Context: an optimization exercise on an open-source flow, tuned for small area, a short achievable clock period and few clock cycles. The choices shown serve that exercise and are no tape-out recipe. In this exercise RTL edits were held to simulation tests only and were not proved equivalent to the original.

main:
## atc_encode
module atc_encode (
    input  wire        clk,
    input  wire        rst,           
    input  wire        wr_en,
    input  wire [8:0]  wr_addr,       
    input  wire [31:0] wr_data,
    input  wire        start,         
    output wire        busy,
    output reg  [31:0] result,
    output reg         err_src,       
    output reg  [7:0]  out_len,
    output reg         src_re,
    output reg  [7:0]  src_addr,
    input  wire [7:0]  src_rdata,
    output reg         dst_we,
    output reg  [7:0]  dst_addr,
    output reg  [7:0]  dst_wdata,
    output wire        txp_req,
    input  wire        txp_rsp_valid,
    input  wire        txp_rsp_ok,
    input  wire [7:0]  txp_rsp_val,
    input  wire [31:0] txp_rsp_err
);
    localparam [7:0]  TX_PWR_AUTO = 8'h80;
    localparam [31:0] R_OK      = 32'h0000_0000;
    localparam [31:0] R_MSGSIZE = 32'h0000_0004;
    localparam [31:0] R_RANGE   = 32'h0000_0080;
    localparam N_U16 = 14;
    localparam N_U32 = 7;
    reg busy_r;
    assign busy = busy_r;
    wire        wr_g = wr_en & ~busy_r;
    reg         wq_en;
    reg  [8:0]  wq_addr;
    reg  [31:0] wq_data;
    reg         rst_q;
    always @(posedge clk) begin
        rst_q   <= rst;
        wq_en   <= wr_g & ~rst;
        wq_addr <= wr_addr;
        wq_data <= wr_data;
    end
    wire [31:0] wd = wq_data & {32{~rst_q}};
    function wr_at(input [8:0] a);
        wr_at = rst_q | (wq_en & (wq_addr == a));
    endfunction
    reg [7:0]  max_len;
    reg [17:0] fs_present;
    reg [3:0]  fs_complete;
    reg [7:0]  fs_flags, fs_txp, fs_lerole;
    reg [15:0] fs_appear, fs_advitvl;
    reg [7:0]  fs_u16_count, fs_u32_count;
  ...
Settings: LEC_CHECK=0, CAP_MARGIN=20, CORE_MARGIN=2, CORE_UTILIZATION=40, CTS_BUF_LIST=sky130_fd_sc_hd__clkbuf_8, CTS_CLUSTER_SIZE=30, PLACE_DENSITY=0.6, SETUP_SLACK_MARGIN=3.7, SLEW_MARGIN=20, TNS_END_PERCENT=5; clock period 6.0 ns.
standard.sh (not shown) runs the stock make flow with config.mk's settings and CLKGATE_MAP_FILE= SYNTH_SCRIPT=/design/flow/synth_recipe.tcl, a recipe that flattens the netlist after the stock synthesis.
==> flow/flow/run.sh <==
#!/bin/bash
# Standard layout, with the port buffers made from buf_4 cells instead of the
# resizer's default choice, so that the I/O paths are not slowed by delay cells.
set -euo pipefail
export BUFFER_PORTS_ARGS="-buffer_cell sky130_fd_sc_hd__buf_4"
bash standard.sh > standard.log 2>&1
Testbench counts of main, summed over its fixed seeds: cycles 32,200.
The following lists how the feature branch was set up differently from main:
diff --git a/flow/design.v b/flow/design.v
--- a/flow/design.v
+++ b/flow/design.v
@@ -43,19 +43,21 @@
     wire [31:0] wd = wq_data & {32{~rst_q}};
     function wr_at(input [8:0] a);
         wr_at = rst_q | (wq_en & (wq_addr == a));
     endfunction
     reg [7:0]  max_len;
     reg [17:0] fs_present;
     reg [3:0]  fs_complete;
     reg [7:0]  fs_flags, fs_txp, fs_lerole;
     reg [15:0] fs_appear, fs_advitvl;
-    reg [7:0]  fs_u16_count, fs_u32_count;
+    reg [6:0]  fs_u16_count, fs_u32_count;
+    reg [4:0]  u128_n;
+    reg [5:0]  pta_n;
     reg [7:0]  v_off [0:7];    
     reg [7:0]  v_n   [0:7];    
     reg [23:0] fs_devcls;
     reg [31:0] fs_itvl;
     reg [55:0] fs_leaddr;
     reg [15:0] u16 [0:N_U16-1];
     reg [31:0] u32 [0:N_U32-1];
     always @(posedge clk) begin
         if (wr_at(9'h005)) max_len <= wd[7:0];
@@ -65,74 +67,79 @@
             fs_flags  <= wd[7:0];
             fs_txp    <= wd[15:8];
             fs_lerole <= wd[23:16];
         end
         if (wr_at(9'h043)) begin
             fs_appear  <= wd[15:0];
             fs_advitvl <= wd[31:16];
         end
         if (wr_at(9'h044)) begin
-            fs_u16_count <= wd[7:0];
-            fs_u32_count <= wd[15:8];
+            fs_u16_count <= wd[7] ? 7'd127 : wd[6:0];
+            fs_u32_count <= (wd[15:14] != 2'b00) ? 7'd64 : {1'b0, wd[13:8]};
         end
         if (wr_at(9'h04D)) fs_devcls <= wd[23:0];
         if (wr_at(9'h04E)) fs_itvl <= wd;
         if (wr_at(9'h04F)) fs_leaddr[31:0] <= wd;
         if (wr_at(9'h050)) fs_leaddr[55:32] <= wd[23:0];
     end
     genvar gi;
     generate
         for (gi = 0; gi < 8; gi = gi + 1) begin : g_view
             always @(posedge clk)
                 if (wr_at(9'h045 + gi)) begin
                     v_off[gi] <= wd[7:0];
-                    v_n[gi]   <= wd[15:8];
+                    if (gi == 0)
+                        u128_n <= (wd[15:12] != 4'd0) ? 5'd16 : {1'b0, wd[11:8]};
+                    else if (gi == 3)
+                        pta_n <= (wd[15:8] > 8'd42) ? 6'd43 : wd[13:8];
+                    else
+                        v_n[gi] <= wd[15:8];
                 end
         end
         for (gi = 0; gi < N_U16; gi = gi + 1) begin : g_u16
             always @(posedge clk)
                 if (wr_at(9'h080 + gi)) u16[gi] <= wd[15:0];
         end
         for (gi = 0; gi < N_U32; gi = gi + 1) begin : g_u32
             always @(posedge clk)
                 if (wr_at(9'h100 + gi)) u32[gi] <= wd;
         end
     endgenerate
     reg [7:0] f_type [0:31];
     reg [8:0] f_n    [0:17];
     reg       f_view [0:17];
     reg [7:0] f_off  [0:17];
     reg [6:0] f_base [0:31];
-    wire [10:0] pta6 = {1'b0, v_n[3], 2'b00} + {2'b00, v_n[3], 1'b0};
+    wire [8:0] pta6 = {1'b0, pta_n, 2'b00} + {2'b00, pta_n, 1'b0};
     integer fi;
     always @* begin
         for (fi = 18; fi < 32; fi = fi + 1) begin
             f_type[fi] = 8'd0;
             f_base[fi] = 7'd0;
         end
         for (fi = 0; fi < 18; fi = fi + 1) begin
             f_view[fi] = 1'b0;
             f_off[fi]  = 8'd0;
             f_base[fi] = 7'd0;
         end
         f_type[0]  = 8'h01;                          f_n[0]  = 9'd1;  f_base[0]  = 7'd64;
         f_type[1]  = fs_complete[0] ? 8'h03 : 8'h02;
-        f_n[1]  = {fs_u16_count[7], fs_u16_count[6:0], 1'b0};      f_base[1]  = 7'd0;
+        f_n[1]  = {1'b0, fs_u16_count, 1'b0};                     f_base[1]  = 7'd0;
         f_type[2]  = fs_complete[1] ? 8'h05 : 8'h04;
-        f_n[2]  = {|fs_u32_count[7:6], fs_u32_count[5:0], 2'b00};  f_base[2]  = 7'd32;
+        f_n[2]  = {fs_u32_count, 2'b00};                          f_base[2]  = 7'd32;
         f_type[3]  = fs_complete[2] ? 8'h07 : 8'h06;
-        f_n[3]  = {|v_n[0][7:4], v_n[0][3:0], 4'd0};
+        f_n[3]  = {u128_n, 4'd0};
         f_type[4]  = fs_complete[3] ? 8'h09 : 8'h08; f_n[4]  = {1'b0, v_n[1]};
         f_type[5]  = 8'h0A;                          f_n[5]  = 9'd1;  f_base[5]  = 7'd65;
         f_type[6]  = 8'h0D;                          f_n[6]  = 9'd3;  f_base[6]  = 7'd66;
         f_type[7]  = 8'h12;                          f_n[7]  = 9'd4;  f_base[7]  = 7'd69;
         f_type[8]  = 8'h16;                          f_n[8]  = {1'b0, v_n[2]};
-        f_type[9]  = 8'h17;                          f_n[9]  = {|pta6[10:8], pta6[7:0]};
+        f_type[9]  = 8'h17;                          f_n[9]  = pta6;
         f_type[10] = 8'h19;                          f_n[10] = 9'd2;  f_base[10] = 7'd73;
         f_type[11] = 8'h1A;                          f_n[11] = 9'd2;  f_base[11] = 7'd75;
         f_type[12] = 8'h1B;                          f_n[12] = 9'd7;  f_base[12] = 7'd77;
         f_type[13] = 8'h1C;                          f_n[13] = 9'd1;  f_base[13] = 7'd84;
         f_type[14] = 8'h20;                          f_n[14] = {1'b0, v_n[4]};
         f_type[15] = 8'h21;                          f_n[15] = {1'b0, v_n[5]};
         f_type[16] = 8'h24;                          f_n[16] = {1'b0, v_n[6]};
         f_type[17] = 8'hFF;                          f_n[17] = {1'b0, v_n[7]};
         f_view[3]  = 1'b1; f_off[3]  = v_off[0];
--- outcome ---
- Of the feature branch and main, it is the feature branch that has the lower setup slack.
- ~same detailed-routing wirelength on met1 in the feature branch and main
- Proportion of synthesized chip area in sequential cells sits lower in the feature branch than in main.
- Unique cell type count in the Yosys netlist (higher): main
- The total track usage of the feature branch and that of main are within noise of each other.
- The feature branch ends up with a cell count that is 73 higher than in main.
- Lower number of nets in the synthesized netlist was reported by main, not the feature branch.
Testbench counts of the feature branch, summed over its fixed seeds: cycles 32,200.

==> port drivers added, routing unchanged <==
The flow's constraints put no driver on any port. The routed layouts listed below were extracted and timed again, unchanged, in two steps. Step 1: set_driving_cell puts a clkbuf_16 on clk and a buf_2 on each other input, an assumption about the parent block. Step 2 adds t to the input delays and takes it off the output delays; t is the mean of the earliest and latest rising clock arrival at the registers after step 1. Input paths then give back, and output paths get back, about the clock's delay inside the block. a / b / c = no drivers / after step 1 / after step 2; a / b = the first two.
| run | shift t [ns] | setup slack, ns | clock arrival spread, ns | slew at the worst register clock pin (ns) | worst data-port slew with drivers (ns) |
|---|---|---|---|---|---|
| main | 0.889 | 3.397 / 3.397 / 2.737 | 0.056 / 0.056 | 0.07 / 0.07 | 0.06 |
| the feature branch | 0.899 | 3.361 / 3.361 / 2.728 | 0.061 / 0.061 | 0.07 / 0.07 | 0.07 |
After both steps setup and hold are still met in every run listed. For main, which loses most, drivers alone change the setup slack by 0.000 ns; drivers and shift together by -0.660 ns.
